This design comes from an exercise in tuning for small area, a short achievable clock period and few clock cycles per item on the open sky130 flow, not from production work. In this exercise RTL edits were held to simulation tests only and were not proved equivalent to the original. Power is estimated from default activity; no workload was simulated.

== before ==
Design ccu, start of the top module:
module ccu (
    input  wire        clk,
    input  wire        rst,
    input  wire        in_valid,
    output wire        in_ready,
    input  wire [7:0]  in_op,
    input  wire [31:0] in_cmask_r,
    input  wire [31:0] in_cmask_g,
    input  wire [31:0] in_cmask_b,
    input  wire [31:0] in_cmask_a,
    input  wire [31:0] in_cdepth,
    input  wire [7:0]  in_ctotal,
    input  wire [31:0] in_raw,
    input  wire [31:0] in_comp_r,
    input  wire [31:0] in_comp_g,
    input  wire [31:0] in_comp_b,
    input  wire [31:0] in_comp_a,
    input  wire [63:0] in_bytes,
    output wire        out_valid,
    input  wire        out_ready,
    output wire [3:0]  out_err,
    output wire [2:0]  out_errinfo,
    output wire [31:0] out_raw,
    output wire [31:0] out_rgba,
    output wire [63:0] out_bytes
);
Settings: LEC_CHECK=0, CAP_MARGIN=20, CORE_MARGIN=2, CORE_UTILIZATION=50, PLACE_DENSITY=0.7, SETUP_SLACK_MARGIN=4, SLEW_MARGIN=20; clock period 12.0 ns.
standard.sh (not shown) runs the stock make flow with config.mk's settings and CLKGATE_MAP_FILE= SYNTH_SCRIPT=/design/flow/synth_recipe.tcl, a recipe that flattens the netlist after the stock synthesis.
==> flow/flow/run.sh <==
#!/bin/bash
# Layout flow: the standard flow (standard.sh) with two changes:
#  - synthesis maps the logic with flow/abc.script (an area-recovering ABC
#    script) instead of ORFS's buffering speed script; everything else in the
#    synthesis, registers and their names included, is unchanged;
#  - the port buffers that ORFS inserts on every input and output are
#    sky130_fd_sc_hd__buf_2 rather than the default delay buffer.
# Each tool's log is kept in orfs/logs/; this script's own output in flow_run.log.
set -euo pipefail
W=$PWD
exec > >(tee -a "$W/flow_run.log") 2>&1

sed 's|^  log_cmd abc {\*}\$abc_args$|  log_cmd abc {*}[lreplace $abc_args 1 1 '"$W"'/flow/abc.script]|' \
    "$FLOW_HOME/scripts/synth.tcl" > "$W/synth_abc.tcl"
grep -q "flow/abc.script" "$W/synth_abc.tcl" || { echo "abc line not found in synth.tcl"; exit 1; }
sed 's|source \$::env(SCRIPTS_DIR)/synth.tcl|source '"$W"'/synth_abc.tcl|' \
    "$W/synth_recipe.tcl" > "$W/synth_recipe_abc.tcl"
grep -q "synth_abc.tcl" "$W/synth_recipe_abc.tcl" || { echo "source line not found in synth_recipe.tcl"; exit 1; }

bash "$W/standard.sh" \
    "SYNTH_SCRIPT=$W/synth_recipe_abc.tcl" \
    "BUFFER_PORTS_ARGS=-buffer_cell sky130_fd_sc_hd__buf_2" \
    finish
test -s "$W/out/final.def"
==> flow/flow/abc.script <==
strash
&get -n
&fraig -x
&put
scorr
dc2
strash
dch
&get -n
&syn2
&dch -f
&nf -R 2000 -F 20 -A 20
&st
&syn2
&dch -f
&nf -R 2000 -F 20 -A 20
&st
&syn2
&dch -f
&nf -R 2000 -F 20 -A 20
&put
before reached the final stage; the timing, DRC and antenna checks on its layout passed.
Testbench counts of before, summed over its fixed seeds: cycles 12,008, items 12,000.
#### Input delta (after over before)
diff --git a/flow/flow/run.sh b/flow/flow/run.sh
--- a/flow/flow/run.sh
+++ b/flow/flow/run.sh
@@ -7 +7 @@
-#    sky130_fd_sc_hd__buf_2 rather than the default delay buffer.
+#    sky130_fd_sc_hd__buf_1 rather than the default delay buffer.
@@ -22 +22 @@
-    "BUFFER_PORTS_ARGS=-buffer_cell sky130_fd_sc_hd__buf_2" \
+    "BUFFER_PORTS_ARGS=-buffer_cell sky130_fd_sc_hd__buf_1" \
==> comparison <==
- Internal power consumption, before and after: smaller value in after
- Run comparison: before slowest cell on the critical path a222oi_1; after slowest cell on the critical path or3_4
- Changes observed in after relative to before: relative max-transition margin lost 12 points, global-route usage moved up, hold slack increased 0.18 ns, post-route non-filler standard cell count saw an increase, post-route minimum period +0.11 ns.
- after vs before: wire length of the first global-routing pass up
- before ended with every stage complete and zero timing, DRC or antenna violations.
- Status after: flow complete, layout not clean - max-capacitance violations, max-slew violations
- Compared to before, after has clock power share 1.6 points lower.
- In the tables for before and after, wire length reported by the detailed router reads higher with after.
- Where first-iteration DRC count is concerned, before is outperformed by after.

port drivers added, routing unchanged:
No port has a modelled driver above. Below, the same layouts with a new extraction and two added sets of constraints. Step 1 (the two cells are an assumption about what drives the block):
set clk [get_ports {clk}]
set_driving_cell -lib_cell sky130_fd_sc_hd__clkbuf_16 $clk
set_driving_cell -lib_cell sky130_fd_sc_hd__buf_2 [delete_from_list [all_inputs] $clk]
Step 2 moves the port delays by t, midway between the first and last clock arrival at a register: inputs arrive t later, outputs are due t later. That takes back most of the time a late clock gives input paths. Three values: no drivers, after step 1, after step 2; two values: the first two.
run | shift t [ns] | setup WS [ns] | worst data-port slew with drivers (ns)
before | 0.448 | 4.055 / 4.079 / 3.639 | 0.07
after | 0.451 | 3.944 / 3.988 / 3.537 | 0.08
The setup slack of before, which loses most, moves by +0.024 ns with the drivers and by -0.416 ns with both steps.
